Context: an optimization exercise on an open-source flow, tuned for small area, a short achievable clock period and few clock cycles. The choices shown serve that exercise and are no tape-out recipe. In this exercise RTL edits were held to simulation tests only and were not proved equivalent to the original.

==> job 3222 <==
// shufflish_core
module shufflish_core (
    input  wire        clk,
    input  wire        rst_n,
    input  wire        req_valid,
    output wire        req_ready,
    input  wire        req_write,
    input  wire [7:0]  req_addr,
    input  wire [63:0] req_wdata,
    output wire        rsp_valid,
    output wire        rsp_err,
    output wire [63:0] rsp_rdata
);
    localparam [63:0] ID_VALUE = 64'h5348_5546_0001_0000;
    localparam [3:0] E_OK      = 4'd0,
                     E_ILLEGAL = 4'd1,
                     E_DIV0    = 4'd2,
                     E_RANGE   = 4'd3,
                     E_DOMAIN  = 4'd4,
                     E_PRIME   = 4'd5,
                     E_NOCFG   = 4'd6;
    localparam [4:0] S_IDLE = 5'd0,
                     S_DEC  = 5'd1,
                     S_NORM = 5'd2,    
                     S_MOD  = 5'd3,    
                     S_PRE  = 5'd4,    
                     S_XFER = 5'd5,    
                     S_SCR  = 5'd6,    
                     S_MM   = 5'd7,    
                     S_GCHK = 5'd8,    
                     S_GCD  = 5'd9,    
                     S_CWT  = 5'd10,   
                     S_PH1  = 5'd11,   
                     S_K1   = 5'd12,   
                     S_K2   = 5'd13,   
                     S_K3   = 5'd14,   
                     S_FINC = 5'd15,   
                     S_RES  = 5'd17;   
    reg [63:0] opa, opb, opc, opd;
    reg [63:0] result;
    reg [3:0]  err;
    reg [3:0]  last_op;
    reg        overrun;
    reg        cfg_valid;
    reg [63:0] cfg_domain, cfg_prime, cfg_pre, cfg_post;
    reg [1:0]  cfg_mode;
    reg        res_ever;    
    reg        cfg_ever;    
    reg [63:0] cfg_dn;      
    reg [63:0] cfg_k;       
    reg [5:0]  cfg_z;       
    reg [4:0]  state;
    reg [5:0]  cw;
    reg        cw_rsv;
    reg        ph;          
    reg [63:0] B, C, Dd, S;
    reg [63:0] Q1;          
    reg [5:0]  jc;          
    reg        neg_q;       
    wire busy = (state != S_IDLE);
    reg        rdy_q;
    reg        rsp_q;
    reg        rsp_err_q;
    reg [11:0] rsel_q;      
  ...
clock: 12.0 ns
lec_check: 0
cap_margin: 20
cell_pad_in_sites_detail_placement: 1
cell_pad_in_sites_global_placement: 2
core_margin: 2
core_utilization: 30
cts_buf_list: sky130_fd_sc_hd__clkbuf_8
setup_slack_margin: 5
slew_margin: 20
run.sh (not shown) runs the stock make flow with config.mk's settings and CLKGATE_MAP_FILE= SYNTH_SCRIPT=/design/flow/synth_recipe.tcl, a recipe that flattens the netlist after the stock synthesis.
==> job 3842 (differences from job 3222) <==
--- a/flow/design.v
+++ b/flow/design.v
@@ -29,16 +29,17 @@
                      S_GCHK = 5'd8,    
                      S_GCD  = 5'd9,    
                      S_CWT  = 5'd10,   
                      S_PH1  = 5'd11,   
                      S_K1   = 5'd12,   
                      S_K2   = 5'd13,   
                      S_K3   = 5'd14,   
                      S_FINC = 5'd15,   
+                     S_FAST = 5'd16,   
                      S_RES  = 5'd17;   
     reg [63:0] opa, opb, opc, opd;
     reg [63:0] result;
     reg [3:0]  err;
     reg [3:0]  last_op;
     reg        overrun;
     reg        cfg_valid;
     reg [63:0] cfg_domain, cfg_prime, cfg_pre, cfg_post;
@@ -51,39 +52,43 @@
     reg [4:0]  state;
     reg [5:0]  cw;
     reg        cw_rsv;
     reg        ph;          
     reg [63:0] B, C, Dd, S;
     reg [63:0] Q1;          
     reg [5:0]  jc;          
     reg        neg_q;       
+    reg        sv_ok;       
+    reg        opa_last;    
+    reg        opa_next;    
     wire busy = (state != S_IDLE);
     reg        rdy_q;
     reg        rsp_q;
     reg        rsp_err_q;
     reg [11:0] rsel_q;      
     assign req_ready = rdy_q;
     wire   acc       = req_valid & rdy_q;
     wire   bad_addr  = (req_addr[2:0] != 3'd0) || (req_addr >= 8'h68);
     wire   acc_ok    = acc & ~bad_addr;
     wire [3:0] idx   = req_addr[6:3];
     wire wr_status = acc_ok & req_write & (idx == 4'd1);
     wire wr_cmd    = acc_ok & req_write & (idx == 4'd2);
+    wire wr_opa    = acc_ok & req_write & (idx == 4'd3);
     wire [3:0] op   = cw[3:0];
     wire [1:0] mode = cw[5:4];
     wire op_mm  = (op == 4'h1);
     wire op_scr = (op == 4'h2);
     wire op_ev  = (op == 4'h3);
     wire illegal = cw_rsv
                  || !(op == 4'h1 || op == 4'h2 || op == 4'h3 || op == 4'h4)
                  || ((op == 4'h1 || op == 4'h3) && mode != 2'd0);
     reg        xs_mm, xs_s, xs_t, xs_b, xs_k;   
     reg        x_inv, d_inv, z_pos;             
-    reg        p_dd, p_v;                       
+    reg        p_dd, p_v, p_q;                  
     reg        h_sel;                           
     wire [63:0] xsrc = ({64{xs_s | (xs_mm & B[0])}} & S)
                      | ({64{xs_t}} & cfg_pre)
                      | ({64{xs_b}} & B)
                      | ({64{xs_k}} & cfg_k);
     wire [65:0] x66  = {66{x_inv}} ^ {2'b00, xsrc};
     wire [65:0] d66  = {66{d_inv}} ^ {2'b00, Dd};
     wire [63:0] s_h  = {1'b0, S[63:1]};
@@ -97,32 +102,36 @@
     wire [65:0] add_ac = csa_s + csa_c + {65'd0, ~z_pos};
     wire        a_neg  = add_a[65];
     wire        ac_neg = add_ac[65];
     wire [63:0] acc_n  = ac_neg ? add_a[63:0] : add_ac[63:0];    
     wire [63:0] sub_n  = a_neg ? add_ac[63:0] : add_a[63:0];     
     wire [63:0] sv     = mode[1] ? {1'b0, Dd[63:1]} : Dd;
     wire        s_rev  = (mode == 2'd1) | ((mode == 2'd2) & ~Dd[0]) |
                          ((mode == 2'd3) & Dd[0]);
-    wire [64:0] p65 = p_dd ? {1'b0, Dd} : p_v ? {1'b0, sv} : {S, 1'b0};
+    wire [64:0] p65 = p_dd ? {1'b0, Dd} : p_v ? {1'b0, sv} : p_q ? {1'b0, Q1} : {S, 1'b0};
     wire [65:0] add_d = {1'b0, p65} + {2'b11, ~zy} + 66'd1;
     wire        d_neg = add_d[65];
     wire [63:0] s_dbl = d_neg ? p65[63:0] : add_d[63:0];
     wire [63:0] scr_y = s_rev ? ~add_d[63:0] : sv;     
     wire        mm_last = (B[63:1] == 63'd0);
     wire        c_zero  = (C == 64'd0);
     wire        b_zero  = (B == 64'd0);
     wire        dd_zero = (Dd == 64'd0);
     wire        s_one   = (S == 64'd1);
     wire        j0       = (jc == 6'd0);
     wire        mod_done = (jc[5:1] == 5'd0);
     wire [63:0] mod_n    = (!ac_neg && !j0) ? add_ac[63:0]
                          : !a_neg           ? add_a[63:0]
                          : (!d_neg && !j0)  ? add_d[63:0]
                          :                    Dd;
+    wire        q_wrap = &add_d;                  
+    wire [63:0] q_inc  = Q1 + 64'd1;
+    wire        ev_m2  = cfg_mode[1];
+    wire        h_inc  = ~ev_m2 | Q1[0];          
     function neg_of(input [1:0] m, input s1_odd);
         neg_of = (m == 2'd1) | ((m == 2'd2) & ~s1_odd) | ((m == 2'd3) & s1_odd);
     endfunction
     reg        fin;
     reg [3:0]  fin_err;
     reg [63:0] fin_res;
     reg        fin_cfg_fail;
     reg        fin_cfg_ok;
@@ -227,90 +236,108 @@
             end
             S_PH1:  nstate = S_MOD;
             S_K1:   nstate = S_K2;
             S_K2:   nstate = S_K3;
             S_K3:   nstate = S_FINC;
             S_FINC: begin
                 fin = 1'b1; fin_cfg_ok = 1'b1;
             end
+            S_FAST: nstate = S_RES;
             S_RES: begin
                 fin = 1'b1; fin_res = neg_q ? sub_n : Dd;
             end
             default: ;
         endcase
         if (fin) nstate = S_IDLE;
     end
     wire eng_free = ~busy | fin;
     wire cmd_go   = wr_cmd & eng_free;
     wire go_ev    = (req_wdata[3:0] == 4'h3);
-    wire [4:0] nxt = cmd_go ? S_DEC : nstate;
+    wire go_evok  = (req_wdata == 64'h3);
+    wire fast_go  = go_evok & sv_ok & opa_next;
+    wire [4:0] nxt = cmd_go ? (fast_go ? S_FAST : S_DEC) : nstate;
     always @(posedge clk or negedge rst_n) begin
         if (!rst_n) begin
             state      <= S_IDLE;
             xs_mm      <= 1'b0;
             xs_s       <= 1'b0;
             xs_t       <= 1'b0;
             xs_b       <= 1'b0;
             xs_k       <= 1'b0;
             x_inv      <= 1'b0;
             d_inv      <= 1'b0;
             z_pos      <= 1'b0;
             p_dd       <= 1'b0;
             p_v        <= 1'b0;
+            p_q        <= 1'b0;
             h_sel      <= 1'b0;
             cw         <= 6'd0;
             cw_rsv     <= 1'b0;
             ph         <= 1'b0;
+            sv_ok      <= 1'b0;
+            opa_last   <= 1'b0;
+            opa_next   <= 1'b0;
             res_ever   <= 1'b0;
             cfg_ever   <= 1'b0;
             err        <= 4'd0;
             last_op    <= 4'd0;
             cfg_valid  <= 1'b0;
             cfg_mode   <= 2'd0;
         end else begin
             state <= nxt;
             xs_mm <= (nxt == S_MM);
             xs_s  <= (nxt == S_MOD) | (nxt == S_GCHK) | (nxt == S_GCD);
             xs_t  <= (nxt == S_DEC) | (nxt == S_PRE);
-            xs_b  <= (nxt == S_K3);
+            xs_b  <= (nxt == S_FAST) | (nxt == S_K3);
             xs_k  <= (nxt == S_RES);
             x_inv <= (nxt == S_MOD) | (nxt == S_GCHK) | (nxt == S_GCD) | (nxt == S_K3);
             h_sel <= (nxt == S_MOD);
             d_inv <= (nxt == S_RES);
             z_pos <= (nxt == S_RES) | (nxt == S_K3);
             p_dd  <= (nxt == S_DEC) | (nxt == S_MOD);
             p_v   <= (nxt == S_SCR);
+            p_q   <= (nxt == S_FAST);
             if (state == S_PH1) ph <= 1'b1;
             if (fin) begin
                 err      <= fin_err;
                 res_ever <= 1'b1;
                 last_op  <= op;
                 if (fin_cfg_fail)
                     cfg_valid <= 1'b0;
                 if (fin_cfg_ok) begin
                     cfg_valid <= 1'b1;
                     cfg_ever  <= 1'b1;
                     cfg_mode  <= mode;
                 end
             end
+            if (state == S_RES || (state == S_MM && op_ev && fin)) sv_ok <= 1'b1;
             if (cmd_go) begin
                 cw     <= req_wdata[5:0];
                 cw_rsv <= (req_wdata[63:6] != 58'd0);
                 ph     <= 1'b0;
+                sv_ok  <= 1'b0;
+                if (go_evok) begin
+                    opa_last <= 1'b1;
+                    opa_next <= 1'b0;
+                end
+            end
+            if (wr_opa) begin
+                opa_last <= 1'b0;
+                opa_next <= opa_last & ({1'b0, req_wdata} == {1'b0, opa} + 65'd1);
             end
         end
     end
     wire st_dec  = (state == S_DEC) & ~illegal;
     wire gcd_ini = st_dec & (op == 4'h4);
     always @(posedge clk) begin
         if (cmd_go) begin
             B  <= go_ev ? cfg_prime  : opb;
             C  <= go_ev ? cfg_domain : opc;
-            Dd <= opa;
+            if (!fast_go) Dd <= opa;
             S  <= cfg_dn;
             jc <= cfg_z;
         end else begin
             case (state)
                 S_DEC: begin
                     if (op_ev && d_neg) Dd <= acc_n;            
                     if (op_mm) begin
                         S  <= C;
@@ -334,16 +361,17 @@
                     jc <= jc - 6'd2;
                 end
                 S_PRE: Dd <= acc_n;
                 S_XFER: begin
                     S  <= Dd;
                     Dd <= 64'd0;
                 end
                 S_SCR: begin                                     
+                    Q1    <= Dd;
                     S     <= cfg_mode[1] ? {1'b0, Dd[63:1]} : Dd;
                     Dd    <= cfg_post;
                     neg_q <= neg_of(cfg_mode, Dd[0]);
                 end
                 S_MM: begin
                     Dd <= acc_n;
                     S  <= s_dbl;
                     B  <= {1'b0, B[63:1]};
@@ -367,16 +395,22 @@
                     Q1 <= Dd;
                     Dd <= cfg_k;
                     S  <= cfg_dn;
                     jc <= cfg_z;
                 end
                 S_K1: S  <= Dd;
                 S_K2: Dd <= s_dbl;
                 S_K3: Dd <= sub_n;
+                S_FAST: begin
+                    Q1    <= q_wrap ? 64'd0 : q_inc;
+                    neg_q <= neg_of(cfg_mode, ~q_wrap & ~Q1[0]);
+                    if (q_wrap)     Dd <= cfg_post;
+                    else if (h_inc) Dd <= acc_n;
+                end
                 default: ;
             endcase
         end
     end
     always @(posedge clk) begin
         if (fin)
             result <= fin_res;
         if (fin && fin_cfg_ok) begin
==> job 3489 (differences from job 3222) <==
--- a/flow/design.v
+++ b/flow/design.v
@@ -29,16 +29,17 @@
                      S_GCHK = 5'd8,    
                      S_GCD  = 5'd9,    
                      S_CWT  = 5'd10,   
                      S_PH1  = 5'd11,   
                      S_K1   = 5'd12,   
                      S_K2   = 5'd13,   
                      S_K3   = 5'd14,   
                      S_FINC = 5'd15,   
+                     S_FAST = 5'd16,   
                      S_RES  = 5'd17;   
     reg [63:0] opa, opb, opc, opd;
     reg [63:0] result;
     reg [3:0]  err;
     reg [3:0]  last_op;
     reg        overrun;
     reg        cfg_valid;
     reg [63:0] cfg_domain, cfg_prime, cfg_pre, cfg_post;
@@ -51,39 +52,43 @@
     reg [4:0]  state;
     reg [5:0]  cw;
     reg        cw_rsv;
     reg        ph;          
     reg [63:0] B, C, Dd, S;
     reg [63:0] Q1;          
     reg [5:0]  jc;          
     reg        neg_q;       
+    reg        sv_ok;       
+    reg        opa_last;    
+    reg        opa_next;    
     wire busy = (state != S_IDLE);
     reg        rdy_q;
     reg        rsp_q;
     reg        rsp_err_q;
     reg [11:0] rsel_q;      
     assign req_ready = rdy_q;
     wire   acc       = req_valid & rdy_q;
     wire   bad_addr  = (req_addr[2:0] != 3'd0) || (req_addr >= 8'h68);
     wire   acc_ok    = acc & ~bad_addr;
     wire [3:0] idx   = req_addr[6:3];
     wire wr_status = acc_ok & req_write & (idx == 4'd1);
     wire wr_cmd    = acc_ok & req_write & (idx == 4'd2);
+    wire wr_opa    = acc_ok & req_write & (idx == 4'd3);
     wire [3:0] op   = cw[3:0];
     wire [1:0] mode = cw[5:4];
     wire op_mm  = (op == 4'h1);
     wire op_scr = (op == 4'h2);
     wire op_ev  = (op == 4'h3);
     wire illegal = cw_rsv
                  || !(op == 4'h1 || op == 4'h2 || op == 4'h3 || op == 4'h4)
                  || ((op == 4'h1 || op == 4'h3) && mode != 2'd0);
     reg        xs_mm, xs_s, xs_t, xs_b, xs_k;   
     reg        x_inv, d_inv, z_pos;             
-    reg        p_dd, p_v;                       
+    reg        p_dd, p_v, p_q;                  
     reg        h_sel;                           
     wire [63:0] xsrc = ({64{xs_s | (xs_mm & B[0])}} & S)
                      | ({64{xs_t}} & cfg_pre)
                      | ({64{xs_b}} & B)
                      | ({64{xs_k}} & cfg_k);
     wire [65:0] x66  = {66{x_inv}} ^ {2'b00, xsrc};
     wire [65:0] d66  = {66{d_inv}} ^ {2'b00, Dd};
     wire [63:0] s_h  = {1'b0, S[63:1]};
@@ -97,32 +102,36 @@
     wire [65:0] add_ac = csa_s + csa_c + {65'd0, ~z_pos};
     wire        a_neg  = add_a[65];
     wire        ac_neg = add_ac[65];
     wire [63:0] acc_n  = ac_neg ? add_a[63:0] : add_ac[63:0];    
     wire [63:0] sub_n  = a_neg ? add_ac[63:0] : add_a[63:0];     
     wire [63:0] sv     = mode[1] ? {1'b0, Dd[63:1]} : Dd;
     wire        s_rev  = (mode == 2'd1) | ((mode == 2'd2) & ~Dd[0]) |
                          ((mode == 2'd3) & Dd[0]);
-    wire [64:0] p65 = p_dd ? {1'b0, Dd} : p_v ? {1'b0, sv} : {S, 1'b0};
+    wire [64:0] p65 = p_dd ? {1'b0, Dd} : p_v ? {1'b0, sv} : p_q ? {1'b0, Q1} : {S, 1'b0};
     wire [65:0] add_d = {1'b0, p65} + {2'b11, ~zy} + 66'd1;
     wire        d_neg = add_d[65];
     wire [63:0] s_dbl = d_neg ? p65[63:0] : add_d[63:0];
     wire [63:0] scr_y = s_rev ? ~add_d[63:0] : sv;     
     wire        mm_last = (B[63:1] == 63'd0);
     wire        c_zero  = (C == 64'd0);
     wire        b_zero  = (B == 64'd0);
     wire        dd_zero = (Dd == 64'd0);
     wire        s_one   = (S == 64'd1);
     wire        j0       = (jc == 6'd0);
     wire        mod_done = (jc[5:1] == 5'd0);
     wire [63:0] mod_n    = (!ac_neg && !j0) ? add_ac[63:0]
                          : !a_neg           ? add_a[63:0]
                          : (!d_neg && !j0)  ? add_d[63:0]
                          :                    Dd;
+    wire        q_wrap = &add_d;                  
+    wire [63:0] q_inc  = Q1 + 64'd1;
+    wire        ev_m2  = cfg_mode[1];
+    wire        h_inc  = ~ev_m2 | Q1[0];          
     function neg_of(input [1:0] m, input s1_odd);
         neg_of = (m == 2'd1) | ((m == 2'd2) & ~s1_odd) | ((m == 2'd3) & s1_odd);
     endfunction
     reg        fin;
     reg [3:0]  fin_err;
     reg [63:0] fin_res;
     reg        fin_cfg_fail;
     reg        fin_cfg_ok;
@@ -227,90 +236,108 @@
             end
             S_PH1:  nstate = S_MOD;
             S_K1:   nstate = S_K2;
             S_K2:   nstate = S_K3;
             S_K3:   nstate = S_FINC;
             S_FINC: begin
                 fin = 1'b1; fin_cfg_ok = 1'b1;
             end
+            S_FAST: nstate = S_RES;
             S_RES: begin
                 fin = 1'b1; fin_res = neg_q ? sub_n : Dd;
             end
             default: ;
         endcase
         if (fin) nstate = S_IDLE;
     end
     wire eng_free = ~busy | fin;
     wire cmd_go   = wr_cmd & eng_free;
     wire go_ev    = (req_wdata[3:0] == 4'h3);
-    wire [4:0] nxt = cmd_go ? S_DEC : nstate;
+    wire go_evok  = (req_wdata == 64'h3);
+    wire fast_go  = go_evok & sv_ok & opa_next;
+    wire [4:0] nxt = cmd_go ? (fast_go ? S_FAST : S_DEC) : nstate;
     always @(posedge clk or negedge rst_n) begin
         if (!rst_n) begin
             state      <= S_IDLE;
             xs_mm      <= 1'b0;
             xs_s       <= 1'b0;
             xs_t       <= 1'b0;
             xs_b       <= 1'b0;
             xs_k       <= 1'b0;
             x_inv      <= 1'b0;
             d_inv      <= 1'b0;
             z_pos      <= 1'b0;
             p_dd       <= 1'b0;
             p_v        <= 1'b0;
+            p_q        <= 1'b0;
             h_sel      <= 1'b0;
             cw         <= 6'd0;
             cw_rsv     <= 1'b0;
             ph         <= 1'b0;
+            sv_ok      <= 1'b0;
+            opa_last   <= 1'b0;
+            opa_next   <= 1'b0;
             res_ever   <= 1'b0;
             cfg_ever   <= 1'b0;
             err        <= 4'd0;
             last_op    <= 4'd0;
             cfg_valid  <= 1'b0;
             cfg_mode   <= 2'd0;
         end else begin
             state <= nxt;
             xs_mm <= (nxt == S_MM);
             xs_s  <= (nxt == S_MOD) | (nxt == S_GCHK) | (nxt == S_GCD);
             xs_t  <= (nxt == S_DEC) | (nxt == S_PRE);
-            xs_b  <= (nxt == S_K3);
+            xs_b  <= (nxt == S_FAST) | (nxt == S_K3);
             xs_k  <= (nxt == S_RES);
             x_inv <= (nxt == S_MOD) | (nxt == S_GCHK) | (nxt == S_GCD) | (nxt == S_K3);
             h_sel <= (nxt == S_MOD);
             d_inv <= (nxt == S_RES);
             z_pos <= (nxt == S_RES) | (nxt == S_K3);
             p_dd  <= (nxt == S_DEC) | (nxt == S_MOD);
             p_v   <= (nxt == S_SCR);
+            p_q   <= (nxt == S_FAST);
             if (state == S_PH1) ph <= 1'b1;
             if (fin) begin
                 err      <= fin_err;
                 res_ever <= 1'b1;
                 last_op  <= op;
                 if (fin_cfg_fail)
                     cfg_valid <= 1'b0;
                 if (fin_cfg_ok) begin
                     cfg_valid <= 1'b1;
                     cfg_ever  <= 1'b1;
                     cfg_mode  <= mode;
                 end
             end
+            if (state == S_RES || (state == S_MM && op_ev && fin)) sv_ok <= 1'b1;
             if (cmd_go) begin
                 cw     <= req_wdata[5:0];
                 cw_rsv <= (req_wdata[63:6] != 58'd0);
                 ph     <= 1'b0;
+                sv_ok  <= 1'b0;
+                if (go_evok) begin
+                    opa_last <= 1'b1;
+                    opa_next <= 1'b0;
+                end
+            end
+            if (wr_opa) begin
+                opa_last <= 1'b0;
+                opa_next <= opa_last & ({1'b0, req_wdata} == {1'b0, opa} + 65'd1);
             end
         end
     end
     wire st_dec  = (state == S_DEC) & ~illegal;
     wire gcd_ini = st_dec & (op == 4'h4);
     always @(posedge clk) begin
         if (cmd_go) begin
             B  <= go_ev ? cfg_prime  : opb;
             C  <= go_ev ? cfg_domain : opc;
-            Dd <= opa;
+            if (!fast_go) Dd <= opa;
             S  <= cfg_dn;
             jc <= cfg_z;
         end else begin
             case (state)
                 S_DEC: begin
                     if (op_ev && d_neg) Dd <= acc_n;            
                     if (op_mm) begin
                         S  <= C;
@@ -334,16 +361,17 @@
                     jc <= jc - 6'd2;
                 end
                 S_PRE: Dd <= acc_n;
                 S_XFER: begin
                     S  <= Dd;
                     Dd <= 64'd0;
                 end
                 S_SCR: begin                                     
+                    Q1    <= Dd;
                     S     <= cfg_mode[1] ? {1'b0, Dd[63:1]} : Dd;
                     Dd    <= cfg_post;
                     neg_q <= neg_of(cfg_mode, Dd[0]);
                 end
                 S_MM: begin
                     Dd <= acc_n;
                     S  <= s_dbl;
                     B  <= {1'b0, B[63:1]};
@@ -367,16 +395,22 @@
                     Q1 <= Dd;
                     Dd <= cfg_k;
                     S  <= cfg_dn;
                     jc <= cfg_z;
                 end
                 S_K1: S  <= Dd;
                 S_K2: Dd <= s_dbl;
                 S_K3: Dd <= sub_n;
+                S_FAST: begin
+                    Q1    <= q_wrap ? 64'd0 : q_inc;
+                    neg_q <= neg_of(cfg_mode, ~q_wrap & ~Q1[0]);
+                    if (q_wrap)     Dd <= cfg_post;
+                    else if (h_inc) Dd <= acc_n;
+                end
                 default: ;
             endcase
         end
     end
     always @(posedge clk) begin
         if (fin)
             result <= fin_res;
         if (fin && fin_cfg_ok) begin
- CELL_PAD_IN_SITES_DETAIL_PLACEMENT: 1 -> 2
- CORE_UTILIZATION: 30 -> 25
==> impl_metrics.yaml <==
synth:
  synth_simple_gate_area_share_pct: 15.9
die:
  die_width_um: 542
  core_mm2: 0.288
cells_and_area:
  nonClkBufAreaFrac_pct: 6.86
sta:
  worst_slack_ns: 4.80
  finClkSkew_ns: 0.163
status:
  status: "no timing/DRC/antenna violations"
grt:
  track_usage_pct: 40.9
the above is filed under job 3842

==> impl_metrics.yaml <==
hold_path:
  hold_start: "Q1[49]"
synth:
  synth-xor-area-share_pct: 3.86
  synth_simple_gate_area_share_pct: 13.8
grt:
  track_usage_pct: 37.7
die:
  die_width_um: 526
  core_mm2: 0.271
critical_path:
  crit_chain: "a222oi_1, a21boi_1, xnor2_1, inv_1, fa_1, inv_1, ha_1, a21oi_1, o21ai_1, a22oi_1, o211ai_2, o211ai_4, a211oi_4, buf_4, a211o_2, a21oi_4, o21ai_0, o2bb2ai_1, o32a_1"
status:
  status: "no timing/DRC/antenna violations"
the above is filed under job 3222

==> impl_metrics.yaml <==
sta:
  finClkSkew_ns: 0.162
  worst_slack_ns: 4.74
grt:
  track_usage_pct: 32.8
die:
  core_mm2: 0.346
  die_width_um: 594
status:
  status: "no timing/DRC/antenna violations"
synth:
  synth_simple_gate_area_share_pct: 15.9
cells_and_area:
  nonClkBufAreaFrac_pct: 5.98
the above is filed under job 3489

Testbench counts of job 3222, summed over its fixed seeds: cycles 205,634.
Testbench counts of job 3842, summed over its fixed seeds: cycles 103,550.
Testbench counts of job 3489, summed over its fixed seeds: cycles 103,550.

## afterwards: timing with drivers on the ports
How much do the figures lean on ideal ports? The routed layouts below were timed once more, with nothing changed but the port constraints.
Step 1 (the two cells are an assumption about what drives the block):
set clk [get_ports {clk}]
set_driving_cell -lib_cell sky130_fd_sc_hd__clkbuf_16 $clk
set_driving_cell -lib_cell sky130_fd_sc_hd__buf_2 [delete_from_list [all_inputs] $clk]
Step 2, shift: input delay + t, output delay - t, t = (earliest + latest rising clock arrival at the registers) / 2. This alone moves slack from input paths to output paths.
Slacks: ideal / step 1 / step 2; pairs: ideal / step 1.
run	t (ns)	setup WS [ns]	slew at the worst register clock pin (ns)
job 3222	1.062	4.943 / 4.943 / 4.943	0.08 / 0.08
job 3842	1.108	4.796 / 4.796 / 4.564	0.08 / 0.08
job 3489	1.104	4.742 / 4.742 / 4.501	0.07 / 0.07
After both steps setup and hold are still met in every run listed. The setup slack of job 3489, which loses most, moves by 0.000 ns with the drivers and by -0.241 ns with both steps.
